This design comes from an exercise in tuning for small area, a short achievable clock period and few clock cycles per item on the open sky130 flow, not from production work.
Function was checked by simulation only, so behaviour that the tests miss may differ from the original.
Power figures rest on the tool's default switching activity, not on a simulated workload.

Setup of quartz:
// pite_xform
module pite_xform (
    input  wire        clk,
    input  wire        rst_n,         
    input  wire [2:0]  cfg_op,        
    input  wire        cfg_perch,
    input  wire        cfg_chen,
    input  wire [1:0]  cfg_chsel,
    input  wire [31:0] cfg_opnd0,
    input  wire [31:0] cfg_opnd1,
    input  wire [31:0] cfg_opnd2,
    input  wire [7:0]  cfg_outmin,
    input  wire [7:0]  cfg_outmax,
    input  wire [7:0]  cfg_rmin,
    input  wire [7:0]  cfg_rmax,
    input  wire        in_valid,
    output wire        in_ready,
    input  wire [7:0]  in_data,
    input  wire [2:0]  in_tag,
    output wire        out_valid,
    input  wire        out_ready,
    output wire [7:0]  out_data
);
    parameter [8:0] CUT = 9'b0_1010_1010;
    parameter       ATYPE = 1;
    localparam integer NCUT = CUT[1]+CUT[2]+CUT[3]+CUT[4]+CUT[5]+CUT[6]+CUT[7]+CUT[8];
    localparam integer CAP = NCUT + 4;
    localparam OP_SADD   = 3'd1;
    localparam OP_SSUB   = 3'd2;
    localparam OP_SMUL   = 3'd3;
    localparam OP_SDIV   = 3'd4;
    localparam OP_CSTR   = 3'd6;
    localparam OP_BPLANE = 3'd7;
    wire acc   = in_valid & in_ready;
  ...
Settings: LEC_CHECK=0, ABC_AREA=1, CAP_MARGIN=20, CORE_MARGIN=2, CORE_UTILIZATION=40, SLEW_MARGIN=20; clock period 12.5 ns.
standard.sh (not shown) runs the stock make flow with config.mk's settings and CLKGATE_MAP_FILE= SYNTH_SCRIPT=/design/flow/synth_recipe.tcl, a recipe that flattens the netlist after the stock synthesis.
==> flow/flow/run.sh <==
#!/bin/bash
# Layout flow: the standard flow (standard.sh, ORFS make targets) with
# timing repair aiming at a setup slack of SETUP_MARGIN ns rather than 0, so
# the resizer also speeds up paths that already meet the clock. The clock
# period and constraints are the standard flow's. ORFS keeps each step's full tool
# output in orfs/logs/; make's own output goes to standard.log here.
set -e
SETUP_MARGIN=8
bash standard.sh SETUP_SLACK_MARGIN=$SETUP_MARGIN finish > standard.log 2>&1
Testbench counts of quartz, summed over its fixed seeds: cycles 15,741, items 14,056.
Inputs modified between quartz and maple:
==> flow/flow/run.sh <==
#!/bin/bash
# Layout flow: the standard flow (standard.sh, ORFS make targets) with
# two changes to how the layout is made:
#  - timing repair aims at a setup slack of SETUP_MARGIN ns rather than 0,
#    so the resizer also speeds up paths that already meet the clock;
#  - the port buffers that every input and output gets are buf_1 cells.
# The clock period and constraints are the standard flow's. ORFS keeps each step's full
# tool output in orfs/logs/; make's own output goes to standard.log here.
set -e
SETUP_MARGIN=8
bash standard.sh SETUP_SLACK_MARGIN=$SETUP_MARGIN \
    "BUFFER_PORTS_ARGS=-buffer_cell sky130_fd_sc_hd__buf_1" finish > standard.log 2>&1
--- outcome ---
Final cell area: maple below quartz. Sequential cell count: maple vs quartz — no meaningful difference. Compared with quartz, maple shows a higher non-clock buffer count. Going from quartz to maple, wire length on met3 shrank by 12%; fmax went up by 8.3 MHz.


v15:
pite_xform, a different RTL version from the one above (not shown whole).
For scale: roughly 3600 cells after synthesis, ~400 flip-flops, about 160 I/O pins.
==> flow/config.mk <==
export PLATFORM = sky130hd
export DESIGN_NAME = pite_xform
export DESIGN_NICKNAME = pite_xform
export VERILOG_FILES = /design/flow/design.v
export SDC_FILE = /design/flow/constraint.sdc
export NUM_CORES = 4
export LEC_CHECK = 0
export ABC_AREA = 1
export CAP_MARGIN = 20
export CORE_MARGIN = 2
export CORE_UTILIZATION = 40
export SLEW_MARGIN = 20
==> flow/constraint.sdc <==
create_clock -name core_clock -period 12.5 [get_ports {clk}]
set_input_delay 2.5000 -clock core_clock [delete_from_list [all_inputs] [get_ports {clk}]]
set_output_delay 2.5000 -clock core_clock [all_outputs]
set_load 0.01 [all_outputs]
==> flow/flow/run.sh <==
#!/bin/bash
# Layout flow: the standard flow (standard.sh, ORFS make targets) with
# two changes to how the layout is made:
#  - timing repair aims at a setup slack of SETUP_MARGIN ns rather than 0,
#    so the resizer also speeds up paths that already meet the clock;
#  - the port buffers that every input and output gets are buf_1 cells.
# The clock period and constraints are the standard flow's. ORFS keeps each step's full
# tool output in orfs/logs/; make's own output goes to standard.log here.
set -e
SETUP_MARGIN=8.5
bash standard.sh SETUP_SLACK_MARGIN=$SETUP_MARGIN \
    "BUFFER_PORTS_ARGS=-buffer_cell sky130_fd_sc_hd__buf_1" finish > standard.log 2>&1
In summary, v15 completed successfully, with a layout that passed the timing, DRC and antenna checks.
Testbench counts of v15, summed over its fixed seeds: cycles 15,596, items 14,056.
Setup changes, v15 to v57
Settings: PLACE_DENSITY: unset -> 0.75; CORE_UTILIZATION: 40 -> 60.
--- a/flow/flow/run.sh
+++ b/flow/flow/run.sh
@@ -9,3 +9,3 @@
 set -e
-SETUP_MARGIN=8.5
+SETUP_MARGIN=8
 bash standard.sh SETUP_SLACK_MARGIN=$SETUP_MARGIN \
## What came out
- Diff v15 -> v57: number of buffer and inverter stages on the critical path now sits higher, reported net switching power went down by about 20%, non-filler instance count after layout decreased by 495 relative to the old numbers.
- Re critical path depth: v15 was higher than v57.
- | share of total power in combinational logic | lower: v57 |
- Looking at normalized max-slew margin across both flows, v57 is the weaker of the two, with v15 ahead.
- Worst slack at placement (higher): v57
- Global router's overall resource usage ended up 7.6 points higher on v57 than on v15.
Modified inputs, v38 compared to v57
Settings: changing CORE_UTILIZATION from 60 to 40; removing PLACE_DENSITY (formerly 0.75).
Results
Delta (v38 minus v57): via count went down by about 4.5%, core utilization went down by 24 points, fraction of area in multi-input gates went down by 1.2 points, headroom to the max-slew limit went up by 4.2 points, flip-flop and latch area was more or less identical.


pite_xform, a different RTL version from the one above (not shown whole).
For scale: about 3600 cells after synthesis, about 400 flip-flops, roughly 27000 um^2 of cells after synthesis.
export LEC_CHECK = 0
export ABC_AREA = 1
export CAP_MARGIN = 20
export CORE_MARGIN = 2
export CORE_UTILIZATION = 40
export CTS_BUF_LIST = sky130_fd_sc_hd__clkbuf_4 sky130_fd_sc_hd__clkbuf_8
export SLEW_MARGIN = 20
create_clock -name core_clock -period 12.5 [get_ports {clk}]
==> flow/flow/run.sh <==
#!/bin/bash
# Layout flow: the standard flow (standard.sh, ORFS make targets) with
# two changes to how the layout is made:
#  - timing repair aims at a setup slack of SETUP_MARGIN ns rather than 0,
#    so the resizer also speeds up paths that already meet the clock;
#  - the port buffers that every input and output gets are buf_1 cells.
# The clock period and constraints are the standard flow's. ORFS keeps each step's full
# tool output in orfs/logs/; make's own output goes to standard.log here.
set -e
SETUP_MARGIN=9
bash standard.sh SETUP_SLACK_MARGIN=$SETUP_MARGIN \
    "BUFFER_PORTS_ARGS=-buffer_cell sky130_fd_sc_hd__buf_1" finish > standard.log 2>&1
Testbench counts at the start, summed over its fixed seeds: cycles 15,596, items 14,056.
Next try:
--- a/flow/flow/run.sh
+++ b/flow/flow/run.sh
@@ -9,3 +9,3 @@
 set -e
-SETUP_MARGIN=9
+SETUP_MARGIN=8
 bash standard.sh SETUP_SLACK_MARGIN=$SETUP_MARGIN \
CTS_BUF_LIST = unset   (was sky130_fd_sc_hd__clkbuf_4 sky130_fd_sc_hd__clkbuf_8)
The changed run passed the timing, DRC and antenna checks.
First-iteration DRC count drops by about 6%.
Flip-flop and latch count is unchanged.
Routed wire length fell by 4.7%.
Cell area decreases by about 7%.
Worst setup slack got worse by 110 ps.
Combinational power went down by 17%.
Die area stays the same.
Clock power rises by about 4%.

[afterwards: timing with drivers on the ports]
The results above use ideal ports. As a check the final layouts listed here were re-extracted and re-timed, cells and wires unchanged. Step 1 (the two cells are an assumption about what drives the block):
set clk [get_ports {clk}]
set_driving_cell -lib_cell sky130_fd_sc_hd__clkbuf_16 $clk
set_driving_cell -lib_cell sky130_fd_sc_hd__buf_2 [delete_from_list [all_inputs] $clk]
Step 2 adds t to the input delays and takes it off the output delays; t is the mean of the earliest and latest rising clock arrival at the registers after step 1. Input paths then give back, and output paths get back, about the clock's delay inside the block. Three values: ideal ports, drivers, drivers and shift; two values: the first two.
| run | t (ns) | setup slack, ns | worst setup path after step 2 | latest minus earliest clock arrival (ns) | pins driven straight from the clock port |
|---|---|---|---|---|---|
| quartz | 0.670 | 7.925 / 7.925 / 7.497 | input to register | 0.038 / 0.039 | 1 |
| maple | 0.663 | 8.092 / 8.092 / 7.556 | input to register | 0.026 / 0.025 | 1 |
| v15 | 0.651 | 8.088 / 8.088 / 7.838 | input to register | 0.014 / 0.015 | 1 |
| v57 | 0.640 | 7.737 / 7.737 / 7.616 | input to register | 0.029 / 0.030 | 1 |
| v38 | 0.644 | 8.092 / 8.092 / 7.618 | input to register | 0.032 / 0.032 | 1 |
| the first run of note 3 | 0.713 | 8.003 / 8.003 / 7.822 | input to register | 0.050 / 0.050 | 1 |
| the second run of note 3 | 0.647 | 7.892 / 7.892 / 7.487 | input to register | 0.030 / 0.030 | 1 |
After both steps setup and hold are still met in every run listed. For maple, which loses most, drivers alone change the setup slack by 0.000 ns; drivers and shift together by -0.536 ns.
